What follows belongs to an exercise in optimizing a design on an open flow for small area, a short achievable clock period and few clock cycles; a production flow would make more cautious choices.
The RTL was checked by simulation tests, not by an equivalence proof against the original design.
Power figures rest on the tool's default switching activity, not on a simulated workload.

Setup of quartz:
## ed61_ladder
module ed61_ladder (
    input  wire        clk,
    input  wire        rst,
    input  wire        start,
    input  wire [60:0] px,
    input  wire [60:0] py,
    input  wire [60:0] pz,
    input  wire [63:0] k,
    output wire        ready,
    output reg         done,
    output wire [60:0] qx,
    output wire [60:0] qy,
    output wire [60:0] qz
);
For scale: ~19000 cells after synthesis, about 1600 flip-flops, about 440 I/O pins, about 160000 sq um of cells after synthesis.
==> flow/config.mk <==
export PLATFORM = sky130hd
export DESIGN_NAME = ed61_ladder
export DESIGN_NICKNAME = ed61_ladder
export VERILOG_FILES = /design/flow/design.v
export SDC_FILE = /design/flow/constraint.sdc
export NUM_CORES = 4
export LEC_CHECK = 0
export ABC_AREA = 1
export CAP_MARGIN = 20
export CELL_PAD_IN_SITES_DETAIL_PLACEMENT = 1
export CELL_PAD_IN_SITES_GLOBAL_PLACEMENT = 1
export CORE_MARGIN = 2
export CORE_UTILIZATION = 35
export PLACE_DENSITY = 0.5
export SLEW_MARGIN = 20
export SYNTH_HIERARCHICAL = 1
==> flow/constraint.sdc <==
create_clock -name core_clock -period 25.0 [get_ports {clk}]
set_input_delay 5.0000 -clock core_clock [delete_from_list [all_inputs] [get_ports {clk}]]
set_output_delay 5.0000 -clock core_clock [all_outputs]
set_load 0.01 [all_outputs]
standard.sh (not shown) runs the stock make flow with config.mk's settings and CLKGATE_MAP_FILE= SYNTH_SCRIPT=/design/flow/synth_recipe.tcl, a recipe that flattens the netlist after the stock synthesis.
==> flow/flow/run.sh <==
#!/bin/bash
# Own flow: the standard layout (standard synthesis, floorplan, placement,
# CTS, routing) with the same constraint file and clock period, except that
# the flow's timing repair (floorplan, CTS and global-route stages) is asked
# for a setup margin of 19 ns, so it sizes and buffers the critical paths for
# speed instead of stopping once the 25 ns clock is met, and repairs only the
# worst path (TNS_END_PERCENT 0).  Make's full output goes to
# standard_flow.log; ORFS keeps each step's log under orfs/logs/.
set -euo pipefail
bash standard.sh "SETUP_SLACK_MARGIN=19" "TNS_END_PERCENT=0" finish > standard_flow.log 2>&1
Testbench counts of quartz, summed over its fixed seeds: cycles 12,068.
Changes in tundra relative to quartz:
--- a/flow/design.v
+++ b/flow/design.v
@@ -250,59 +250,65 @@
     wire [60:0] xc18_ = (xs13 & xs14) | (xs13 & xs15) | (xs14 & xs15);
     wire [60:0] xc18 = {xc18_[59:0], xc18_[60:60]};
     wire [60:0] xs19 = xs16 ^ xc10 ^ xc11;
     wire [60:0] xc19_ = (xs16 & xc10) | (xs16 & xc11) | (xc10 & xc11);
     wire [60:0] xc19 = {xc19_[59:0], xc19_[60:60]};
     wire [60:0] xs20 = xc12 ^ xc13 ^ xc14;
     wire [60:0] xc20_ = (xc12 & xc13) | (xc12 & xc14) | (xc13 & xc14);
     wire [60:0] xc20 = {xc20_[59:0], xc20_[60:60]};
-    wire [60:0] xs21 = xs17 ^ xs18 ^ xs19;
-    wire [60:0] xc21_ = (xs17 & xs18) | (xs17 & xs19) | (xs18 & xs19);
-    wire [60:0] xc21 = {xc21_[59:0], xc21_[60:60]};
-    wire [60:0] xs22 = xs20 ^ xc17 ^ xc18;
-    wire [60:0] xc22_ = (xs20 & xc17) | (xs20 & xc18) | (xc17 & xc18);
-    wire [60:0] xc22 = {xc22_[59:0], xc22_[60:60]};
-    wire [60:0] xs23 = xc19 ^ xc20 ^ xc15;
-    wire [60:0] xc23_ = (xc19 & xc20) | (xc19 & xc15) | (xc20 & xc15);
-    wire [60:0] xc23 = {xc23_[59:0], xc23_[60:60]};
-    reg [60:0] pr [0:6];
+    reg [60:0] pr [0:9];
     always @(posedge clk) begin
-        pr[0] <= xs21;
-        pr[1] <= xs22;
-        pr[2] <= xs23;
-        pr[3] <= xc21;
-        pr[4] <= xc22;
-        pr[5] <= xc23;
-        pr[6] <= xc16;
+        pr[0] <= xs17;
+        pr[1] <= xs18;
+        pr[2] <= xs19;
+        pr[3] <= xs20;
+        pr[4] <= xc17;
+        pr[5] <= xc18;
+        pr[6] <= xc19;
+        pr[7] <= xc20;
+        pr[8] <= xc15;
+        pr[9] <= xc16;
     end
     wire [60:0] q0 = pr[0];
     wire [60:0] q1 = pr[1];
     wire [60:0] q2 = pr[2];
     wire [60:0] q3 = pr[3];
     wire [60:0] q4 = pr[4];
     wire [60:0] q5 = pr[5];
     wire [60:0] q6 = pr[6];
+    wire [60:0] q7 = pr[7];
+    wire [60:0] q8 = pr[8];
+    wire [60:0] q9 = pr[9];
     wire [60:0] ys0 = q0 ^ q1 ^ q2;
     wire [60:0] yc0_ = (q0 & q1) | (q0 & q2) | (q1 & q2);
     wire [60:0] yc0 = {yc0_[59:0], yc0_[60:60]};
     wire [60:0] ys1 = q3 ^ q4 ^ q5;
     wire [60:0] yc1_ = (q3 & q4) | (q3 & q5) | (q4 & q5);
     wire [60:0] yc1 = {yc1_[59:0], yc1_[60:60]};
-    wire [60:0] ys2 = ys0 ^ ys1 ^ yc0;
-    wire [60:0] yc2_ = (ys0 & ys1) | (ys0 & yc0) | (ys1 & yc0);
+    wire [60:0] ys2 = q6 ^ q7 ^ q8;
+    wire [60:0] yc2_ = (q6 & q7) | (q6 & q8) | (q7 & q8);
     wire [60:0] yc2 = {yc2_[59:0], yc2_[60:60]};
-    wire [60:0] ys3 = ys2 ^ yc2 ^ yc1;
-    wire [60:0] yc3_ = (ys2 & yc2) | (ys2 & yc1) | (yc2 & yc1);
+    wire [60:0] ys3 = ys0 ^ ys1 ^ ys2;
+    wire [60:0] yc3_ = (ys0 & ys1) | (ys0 & ys2) | (ys1 & ys2);
     wire [60:0] yc3 = {yc3_[59:0], yc3_[60:60]};
-    wire [60:0] ys4 = ys3 ^ yc3 ^ q6;
-    wire [60:0] yc4_ = (ys3 & yc3) | (ys3 & q6) | (yc3 & q6);
+    wire [60:0] ys4 = yc0 ^ yc1 ^ yc2;
+    wire [60:0] yc4_ = (yc0 & yc1) | (yc0 & yc2) | (yc1 & yc2);
     wire [60:0] yc4 = {yc4_[59:0], yc4_[60:60]};
-    wire [60:0] kg = ys4 & yc4;
-    wire [60:0] kp = ys4 ^ yc4;
+    wire [60:0] ys5 = ys3 ^ ys4 ^ yc3;
+    wire [60:0] yc5_ = (ys3 & ys4) | (ys3 & yc3) | (ys4 & yc3);
+    wire [60:0] yc5 = {yc5_[59:0], yc5_[60:60]};
+    wire [60:0] ys6 = ys5 ^ yc5 ^ yc4;
+    wire [60:0] yc6_ = (ys5 & yc5) | (ys5 & yc4) | (yc5 & yc4);
+    wire [60:0] yc6 = {yc6_[59:0], yc6_[60:60]};
+    wire [60:0] ys7 = ys6 ^ yc6 ^ q9;
+    wire [60:0] yc7_ = (ys6 & yc6) | (ys6 & q9) | (yc6 & q9);
+    wire [60:0] yc7 = {yc7_[59:0], yc7_[60:60]};
+    wire [60:0] kg = ys7 & yc7;
+    wire [60:0] kp = ys7 ^ yc7;
     wire kG0 = kg[1] | (kp[1] & kg[0]);
     wire kP0 = kp[1] & kp[0];
     wire kG1 = kg[3] | (kp[3] & kg[2]);
     wire kP1 = kp[3] & kp[2];
     wire kG2 = kg[5] | (kp[5] & kg[4]);
     wire kP2 = kp[5] & kp[4];
     wire kG3 = kg[7] | (kp[7] & kg[6]);
     wire kP3 = kp[7] & kp[6];
Findings:
Between quartz and tundra, the flow reports number of tapcells increasing by a few percent. On final design utilization, tundra and quartz are basically level. tundra vs quartz: sequential-to-total area share from yosys stat up in tundra. tundra vs quartz, power per unit of standard cell area went up by 11%. Looking at clock group share of total power, tundra sits 1.9 points below quartz. Against quartz as the reference, tundra delivers a lower worst path required time. Going from quartz to tundra, combined buffer and inverter count along the critical path grew by 2, number of global-route vias before repair held, horizontal die dimension +about 1.2%, last weighted congestion value of the routability-driven placer has increased, maximum operating frequency shows a reduction of 1.7 MHz. For initial standard-cell utilization of the core, tundra and quartz come out practically identical. quartz → tundra: count of sequential standard cells shows an increase of 183; reg-to-reg setup timing slack shows a reduction of 0.08 ns.
Testbench counts of tundra, summed over its fixed seeds: cycles 12,068.

what the ideal ports hide:
In the flow no input, the clock included, has a driving cell. The finished layouts below were timed again as built, in two steps. Step 1 assumes that a clkbuf_16 drives the clock port and a buf_2 every other input. Step 2 times the ports against the registers' clock, not the clock port: input delays grow and output delays shrink by t, the midpoint of the rising clock arrivals with the driver on. Three values: ideal, step 1, step 2; two values: the first two.
run	shift t [ns]	setup WS [ns]	worst hold slack (ns)	clock arrival spread, ns	slew at the worst register clock pin (ns)
quartz	1.119	18.144 / 18.144 / 18.025	0.474 / 0.474 / 0.474	0.096 / 0.095	0.08 / 0.08
tundra	1.121	18.062 / 18.062 / 18.062	0.482 / 0.482 / 0.482	0.101 / 0.101	0.08 / 0.08
After both steps setup and hold are still met in every run listed. For quartz, which loses most, drivers alone change the setup slack by 0.000 ns; drivers and shift together by -0.119 ns.
